From an optimization exercise on the open Yosys and OpenROAD flow, aimed at small area, a short achievable clock period and few clock cycles; shortcuts taken in it are not production practice. In this exercise RTL edits were held to simulation tests only and were not proved equivalent to the original. Power is estimated from default activity; no workload was simulated.

## flow/run.sh

```bash
#!/bin/bash
# synth_recipe.tcl (not shown) runs the flow's synth.tcl, then flattens the netlist and writes it again
# the make line also repeats each setting of config.mk as NAME=value (left out here)
make -C /OpenROAD-flow-scripts/flow DESIGN_CONFIG=/design/flow/config.mk WORK_HOME=/design/flow/orfs CLKGATE_MAP_FILE= SYNTH_SCRIPT=/design/flow/synth_recipe.tcl finish
```

## flow/config.mk

```make
export PLATFORM = sky130hd
export DESIGN_NAME = pgs_hdec
export DESIGN_NICKNAME = pgs_hdec
export VERILOG_FILES = /design/flow/design.v
export SDC_FILE = /design/flow/constraint.sdc
export NUM_CORES = 4
export LEC_CHECK = 0
export CAP_MARGIN = 20
export CORE_MARGIN = 2
export CORE_UTILIZATION = 40
export SLEW_MARGIN = 20
```

## flow/constraint.sdc

```tcl
create_clock -name core_clock -period 7.0 [get_ports {clk}]
set_input_delay 1.4000 -clock core_clock [delete_from_list [all_inputs] [get_ports {clk}]]
set_output_delay 1.4000 -clock core_clock [all_outputs]
set_load 0.01 [all_outputs]
```

## flow/design.v

```verilog
module pgs_hdec #(
    parameter NMAX = 32                  
) (
    input  wire        clk,
    input  wire        rst,              
    input  wire        start,
    input  wire [31:0] dec_off,
    input  wire [15:0] dec_runs,
    input  wire [15:0] dec_len,
    input  wire [12:0] clen,
    output wire        busy,
    output reg         done,
    output reg  [3:0]  err,
    output reg  [12:0] dec_end,
    output wire        mem_req,
    output wire [11:0] mem_addr,
    input  wire        mem_ack,
    input  wire [7:0]  mem_rdata,
    output reg         dbuf_we,
    output reg  [4:0]  dbuf_addr,
    output reg  [23:0] dbuf_wdata
);
    localparam NNODE = 2 * NMAX - 1;
    localparam [3:0] E_OK        = 4'd0,
                     E_BAD_OPND  = 4'd10,
                     E_TRUNC     = 4'd11,
                     E_BAD_TREE  = 4'd12,
                     E_BAD_START = 4'd13;
    localparam [2:0] S_IDLE  = 3'd0,
                     S_TREE  = 3'd1,
                     S_CODE  = 3'd2,
                     S_START = 3'd3,
                     S_WRITE = 3'd4,
                     S_LAST  = 3'd5;
    reg [2:0]  state;
    reg [11:0] base;          
    reg        far;           
    reg [12:0] addr;          
    reg [4:0]  tl;            
    reg [5:0]  idx;           
    reg [5:0]  lv;            
    reg [5:0]  inn;           
    reg [5:0]  top;           
    reg        node_leaf[0:NNODE-1];
    reg [5:0]  node_val [0:NNODE-1];   
    reg        single;        
    reg [5:0]  cur;           
    reg [4:0]  lc;            
    reg [2:0]  bp;            
    reg [5:0]  r;             
    reg [9:0]  runpos [0:NMAX-1];      
    reg [7:0]  prev_st;
    reg        bad_st;
    reg [NMAX-1:0] bmap;      
    reg [4:0]  p;
    reg [4:0]  fr;            
    reg [2:0]  fs;            
    reg [1:0]  cnt;           
    reg        full;          
    reg [31:0] w;
    assign busy     = (state != S_IDLE);
    assign mem_req  = busy;
    assign mem_addr = addr[11:0];
    wire ack = mem_ack;
    wire [7:0] rd = mem_rdata;
    wire [12:0] wlast  = addr + {11'd0, ~tl[4:3]};                
    wire [5:0]  tl24   = {1'b0, tl} + 6'd24;
    wire [12:0] wlast2 = wlast + {10'd0, tl24[5], 2'b00};          
    wire tword_ok = !far && (wlast  < clen);
    wire cword_ok = !far && (wlast2 < clen);
    wire tbit = rd[~tl[2:0]];
    wire byte_ok = !far && (addr < clen);
    wire cbit = rd[bp];
    wire [5:0] rv   = node_val[cur];
    wire [5:0] cur1 = cur + 6'd1;
    wire leaf_l = node_leaf[cur1];
    wire leaf_r = node_leaf[rv];
    wire [5:0] rdiff = rv - cur;
    wire [5:0] nxt  = cbit ? rv : cur1;
    wire [4:0] lnx  = cbit ? lc + rdiff[5:1] : lc;
    wire nleaf = cbit ? leaf_r : leaf_l;
    wire [9:0] tcol = {lnx, 4'd0} + {1'b0, lnx, 3'd0} + {4'd0, nxt} + 10'd1;
    wire st_bad = ((r == 6'd0) ? (rd != 8'd0) : (rd <= prev_st)) || ({8'd0, rd} >= dec_len);
    wire last_run = (r + 6'd1 == dec_runs[5:0]);
    wire [31:0] wn = {w[23:0], rd};
    wire [1:0]  nb1 = (fs == 3'd0) ? 2'd2 : 2'd3;    
    wire        arrive = !full && ack;
    wire        last_byte = arrive && (cnt == nb1);
    wire [2:0]  shamt = 3'd0 - fs;
    wire [31:0] wsrc = full ? w : wn;
    wire [31:0] wsh  = wsrc >> shamt;
    wire        bnd = bmap[p];
    wire        avail = full || last_byte;
    wire        adv = !bnd || avail;                    
    wire [9:0]  npos = runpos[fr + 5'd1];
    always @(posedge clk) begin
        if (rst) begin
            state   <= S_IDLE;
            done    <= 1'b0;
            err     <= E_OK;
            dec_end <= 13'd0;
            dbuf_we <= 1'b0;
        end else begin
            done    <= 1'b0;
            dbuf_we <= 1'b0;
            case (state)
            S_IDLE: begin
                if (start) begin
                    base   <= dec_off[11:0];
                    far    <= |dec_off[31:12];
                    addr   <= {1'b0, dec_off[11:0]};
                    tl     <= 5'd0;
                    idx    <= 6'd0;
                    lv     <= 6'd0;
                    inn    <= 6'd0;
                    bmap   <= {NMAX{1'b0}};
                    if (dec_len == 16'd0 || dec_len > NMAX ||
                        dec_runs == 16'd0 || dec_runs > dec_len) begin
                        err  <= E_BAD_OPND;
                        done <= 1'b1;
                    end else begin
                        state <= S_TREE;
                    end
                end
            end
            S_TREE: begin
                if (!tword_ok) begin
                    err   <= E_TRUNC;
                    done  <= 1'b1;
                    state <= S_IDLE;
                end else if (ack) begin
                    if (tbit) begin
                        if (!cword_ok) begin
                            err   <= E_TRUNC;
                            done  <= 1'b1;
                            state <= S_IDLE;
                        end else begin
                            node_leaf[idx] <= 1'b1;
                            lv  <= lv + 6'd1;
                            idx <= idx + 6'd1;
                            tl  <= tl + 5'd25;
                            addr <= addr + ((tl[2:0] == 3'd7) ? 13'd4 : 13'd3);
                            if (lv == inn) begin
                                addr   <= addr - {11'd0, tl[4:3]} + ((tl[4:3] == 2'd0) ? 13'd4 : 13'd8);
                                single <= (idx == 6'd0);
                                cur    <= 6'd0;
                                lc     <= 5'd0;
                                bp     <= 3'd0;
                                r      <= 6'd0;
                                bad_st <= 1'b0;
                                state  <= (idx == 6'd0) ? S_START : S_CODE;
                            end else begin
                                node_val[top] <= idx + 6'd1;
                                top <= node_val[top];
                            end
                        end
                    end else begin
                        if (inn == dec_len[5:0] - 6'd1) begin
                            err   <= E_BAD_TREE;
                            done  <= 1'b1;
                            state <= S_IDLE;
                        end else begin
                            node_leaf[idx] <= 1'b0;
                            node_val[idx]  <= top;
                            top  <= idx;
                            inn  <= inn + 6'd1;
                            idx  <= idx + 6'd1;
                            tl   <= tl + 5'd1;
                            if (tl[2:0] == 3'd7)
                                addr <= addr + 13'd1;
                        end
                    end
                end
            end
            S_CODE: begin
                if (!byte_ok) begin
                    err   <= E_TRUNC;
                    done  <= 1'b1;
                    state <= S_IDLE;
                end else if (ack) begin
                    bp <= bp + 3'd1;
                    if (bp == 3'd7)
                        addr <= addr + 13'd1;
                    if (nleaf) begin
                        runpos[r[4:0]] <= tcol;
                        cur <= 6'd0;
                        lc  <= 5'd0;
                        r   <= r + 6'd1;
                        if (last_run) begin
                            r     <= 6'd0;
                            addr  <= addr + 13'd1;
                            state <= S_START;
                        end
                    end else begin
                        cur <= nxt;
                        lc  <= lnx;
                    end
                end
            end
            S_START: begin
                if (!byte_ok) begin
                    err   <= E_TRUNC;
                    done  <= 1'b1;
                    state <= S_IDLE;
                end else if (ack) begin
                    addr    <= addr + 13'd1;
                    prev_st <= rd;
                    bmap[rd[4:0]] <= 1'b1;
                    if (st_bad)
                        bad_st <= 1'b1;
                    r <= r + 6'd1;
                    if (last_run) begin
                        if (bad_st || st_bad) begin
                            err   <= E_BAD_START;
                            done  <= 1'b1;
                            state <= S_IDLE;
                        end else begin
                            dec_end <= addr + 13'd1;
                            p     <= 5'd0;
                            fr    <= 5'd0;
                            cnt   <= 2'd0;
                            full  <= 1'b0;
                            if (single) begin
                                fs   <= 3'd1;
                                addr <= {1'b0, base};
                            end else begin
                                fs   <= runpos[0][2:0];
                                addr <= {1'b0, base} + {6'd0, runpos[0][9:3]};
                            end
                            state <= S_WRITE;
                        end
                    end
                end
            end
            S_WRITE: begin
                if (arrive) begin
                    w    <= wn;
                    cnt  <= cnt + 2'd1;
                    addr <= addr + 13'd1;
                    if (last_byte)
                        full <= 1'b1;
                end
                if (adv) begin
                    dbuf_we   <= 1'b1;
                    dbuf_addr <= p;
                    p <= p + 5'd1;
                    if (p == dec_len[4:0] - 5'd1)
                        state <= S_LAST;
                end
                if (bnd && avail) begin
                    dbuf_wdata <= wsh[23:0];
                    if (!single) begin
                        fr   <= fr + 5'd1;
                        fs   <= npos[2:0];
                        addr <= {1'b0, base} + {6'd0, npos[9:3]};
                        cnt  <= 2'd0;
                        full <= 1'b0;
                    end
                end
            end
            S_LAST: begin
                err   <= E_OK;
                done  <= 1'b1;
                state <= S_IDLE;
            end
            default: state <= S_IDLE;
            endcase
        end
    end
endmodule
```

==> notes.md <==
## power by group
group	total [mW]	internal [mW]	leakage [nW]	switching (mW)
clock network	5.19	2.88	1.53	2.31
logic	0.581	0.222	10.0	0.359
registers	6.54	6.51	9.13	0.0272
total	12.3	9.62	20.7	2.69
## worst paths after layout
path | depth (start not counted) | slack [ns] | endpoint | from
worst max-delay path | 27 | 0.39 | runpos[8][9] | flip-flop
worst min-delay path | 0 | 0.47 | w[9] | w[1]
worst max register to register | 27 | 0.39 | runpos[8][9] | flip-flop
worst min register to register | 0 | 0.47 | w[9] | w[1]
## cells by family (layout without fill, tap and decap cells)
kind of cell,Yosys count,count (layout),synth area share (%)
flops,988,988,56.99
xor+xnor,153,153,2.604
fa+ha+maj,160,160,4.021
buf+inv,367,753,3.097
compound gates,493,493,6.268
other cells,0,5,0
mux,546,546,19.08
simple gates,895,896,7.943
## final cells by class
type                    instances  area (um2)
diodes                          5       12.51
clock buffers                 119        2641
clock inverters                60       506.7
fillers                     11130       68030
inverters                     149       561.8
multi-input cells            2248       20770
flip-flops and latches        988       29350
well taps                    1662        2079
repair buffers                425        3740
## timing repair
| action | in CTS | in global routing |
|---|---|---|
| gates resized for setup | 0 | 4 |
| endpoints found under the setup margin | 0 | 85 |
| hold buffers | 0 | 0 |
| buffers inserted | 0 | 5 |
## sequential cells by signal, summed over array words and instances (netlist names), 4 cells and up, named ones only
signal      count
idx             6
bmap           32
tl              5
dbuf_wdata     24
lc              5
addr           13
prev_st         8
top             6
inn             6
node_leaf      63
runpos        320
dbuf_addr       5
node_val      378
base           12
cur             6
r               6
fr              5
p               5
err             4
dec_end        13
w              31
lv              6
## cells in the mapped netlist, drive strengths merged, types with 14 or more instances
cell / instances
edfxtp: 954
nor2: 423
mux4: 340
a21oi: 155
nand2: 155
ha: 151
mux2i: 149
inv: 143
clkbuf: 135
xnor2: 105
o21ai: 90
buf: 83
nand3: 69
mux2: 57
nor3: 56
xor2: 48
a21o: 39
dfxtp: 34
nor2b: 28
nor4: 27
o211ai: 25
a31oi: 23
nand2b: 22
nand4: 22
a211oi: 20
and3: 20
and2: 18
o21a: 17
nor3b: 15
o21bai: 14
## per-stage QoR
step                      util [%]  hold WS, ns  total power [mW]
after floorplan                  -       0.4244             6.985
after global placement       44.14       0.4548             7.226
after detailed placement     44.16       0.4563             7.235
after CTS                    46.62       0.4736             12.40
after global routing         46.72       0.4859             12.69
final                        46.72       0.4699             12.31
## per-layer routing
| metal | GRT usage [%] | vias up | wire length [um] |
|---|---|---|---|
| li1 | - | 14630 | - |
| met4 | 6.720 | 4 | 3904 |
| met1 | 28.92 | 16770 | 58950 |
| met2 | 35.58 | 1353 | 69050 |
| met3 | 3.750 | 198 | 10840 |
| met5 | 0 | - | 18 |
==> impl_metrics.toml <==
[route]
remaining_drc_errors = 0
ant_nets = 0
drt_iter0_drc = 3367
routed_wirelength_mm = 142.8
wl_per_cell_um = 25.24
viasPerCell = 5.827
vias = 32960
drt-pass1-iter-count = 6

[critical_path]
required_ns = 7.50
max_stage_delay_ns = 0.58
arrival_ns = 7.11
path_buf_inv = 5
start_kind = "flip-flop"
crit_path_top_delay_cell = "dfxtp_4"
worstPathMaxFanout = 32
crit_family = "adder cells"
critPathCaptureType = "flip-flop"
critPathKind = "flip-flop to flip-flop"

[final_layout]
area_delta_synth_final_pct = 15.92
design_area_um2 = 59660
layout-drive-gt1-share_pct = 21.66
final_common_cell = "edfxtp_1"
layout.cells.most_common_list = "954 x edfxtp_1, 421 x nor2_1, 336 x mux4_2"
nets = 4160
layout.cells.non_filler = 5656

[logic_synthesis]
synth_edf_count = 954
synth.distinct_cells = 93
syn_avg_cell_area_um2 = 14.29
synth_top_cell_by_area = "edfxtp_1"
synthArstFlopShare_pct = 0
synth_ff_type = "edfxtp_1"
syn_inst = 3602
yosysWarnings = 1
synth_top_area_share_pct = 55.67
synthTopCellsByArea = "edfxtp_1 56%, mux4_2 15%, ha_1 3.7%, nor2_1 3.1%, mux2i_1 2.9%"
syn_nets = 3851
yosysSeqAreaShare_pct = 56.99
syn_area_um2 = 51460
synth_seq_cells = 988

[timing]
worstMarginPinSlew_ns = 1.063
maxSlewViolCount = 0
setup_viol = 0
hold_violations = 0
setup_slack_ns = 0.3860
fmax_ghz = 0.1512
relSlewSlack_pct = 28.98
timing.final.crit_share_pct = 94.49
finalCriticalPeriod_ns = 6.614
fin_worst_skew_ns = 0.03843
finalSetupTns_ns = 0

[min_path]
min_path_type = "flip-flop to flip-flop"

[power_and_ir_drop]
p_per_area_nw_per_um2 = 206.3
vdd_drop_max_mv = 0.1791
p_leak_nw = 20.71

[placed_design]
place_congestion = 0.9068
dp_worst_setup_slack_ns = 0.3437
hpwl_mm = 101.3
dpl-instance-area_um2 = 56380
port_buffers = 150
dp.cells = 5465

[floorplan]
core_um2 = 127700
dieArea_um2 = 131500
rows = 131
ios = 151
start_util_pct = 40.31
die_h_um = 362.7
die_w_um = 362.7

[run_status]
status = "timing/DRC/antenna clean"

[global_route]
grt_use_total_pct = 21.51
grt_overflow_total = 0
antenna_found_initial = 5
grt_first_pass_wirelength_mm = 212.0
grt_max_degree = 65
first_global_vias = 32850

[clocking]
cts_buffer_depth = 3
clk_latency_ns = 0.74
h-tree-depth = 3
root_buffer = "clkbuf_16"
cts.clk_slew.worst_paths_ns = 0.06
cts_tree = "built"
cts_sinks = 988
cts_buffers = 99

[job]
cap_violations = 0
Testbench counts, summed over its fixed seeds: cycles 73,503.

-- port drivers added, routing unchanged --
No port has a modelled driver above. Below, the same layout with a new extraction and two added sets of constraints.
Step 1 (the two cells are an assumption about what drives the block):
set clk [get_ports {clk}]
set_driving_cell -lib_cell sky130_fd_sc_hd__clkbuf_16 $clk
set_driving_cell -lib_cell sky130_fd_sc_hd__buf_2 [delete_from_list [all_inputs] $clk]
Step 2 moves the port delays by t, midway between the first and last clock arrival at a register: inputs arrive t later, outputs are due t later. That takes back most of the time a late clock gives input paths.
Slacks: ideal / step 1 / step 2; pairs: ideal / step 1.
t (ns): 0.796
setup slack, ns: 0.386 / 0.386 / 0.386
worst setup path after step 2: register to register
slew at the worst register clock pin (ns): 0.08 / 0.08
cell pins on the clock port's net: 1
After both steps setup and hold are still met in this run. The setup slack of this run moves by 0.000 ns with the drivers and by 0.000 ns with both steps.
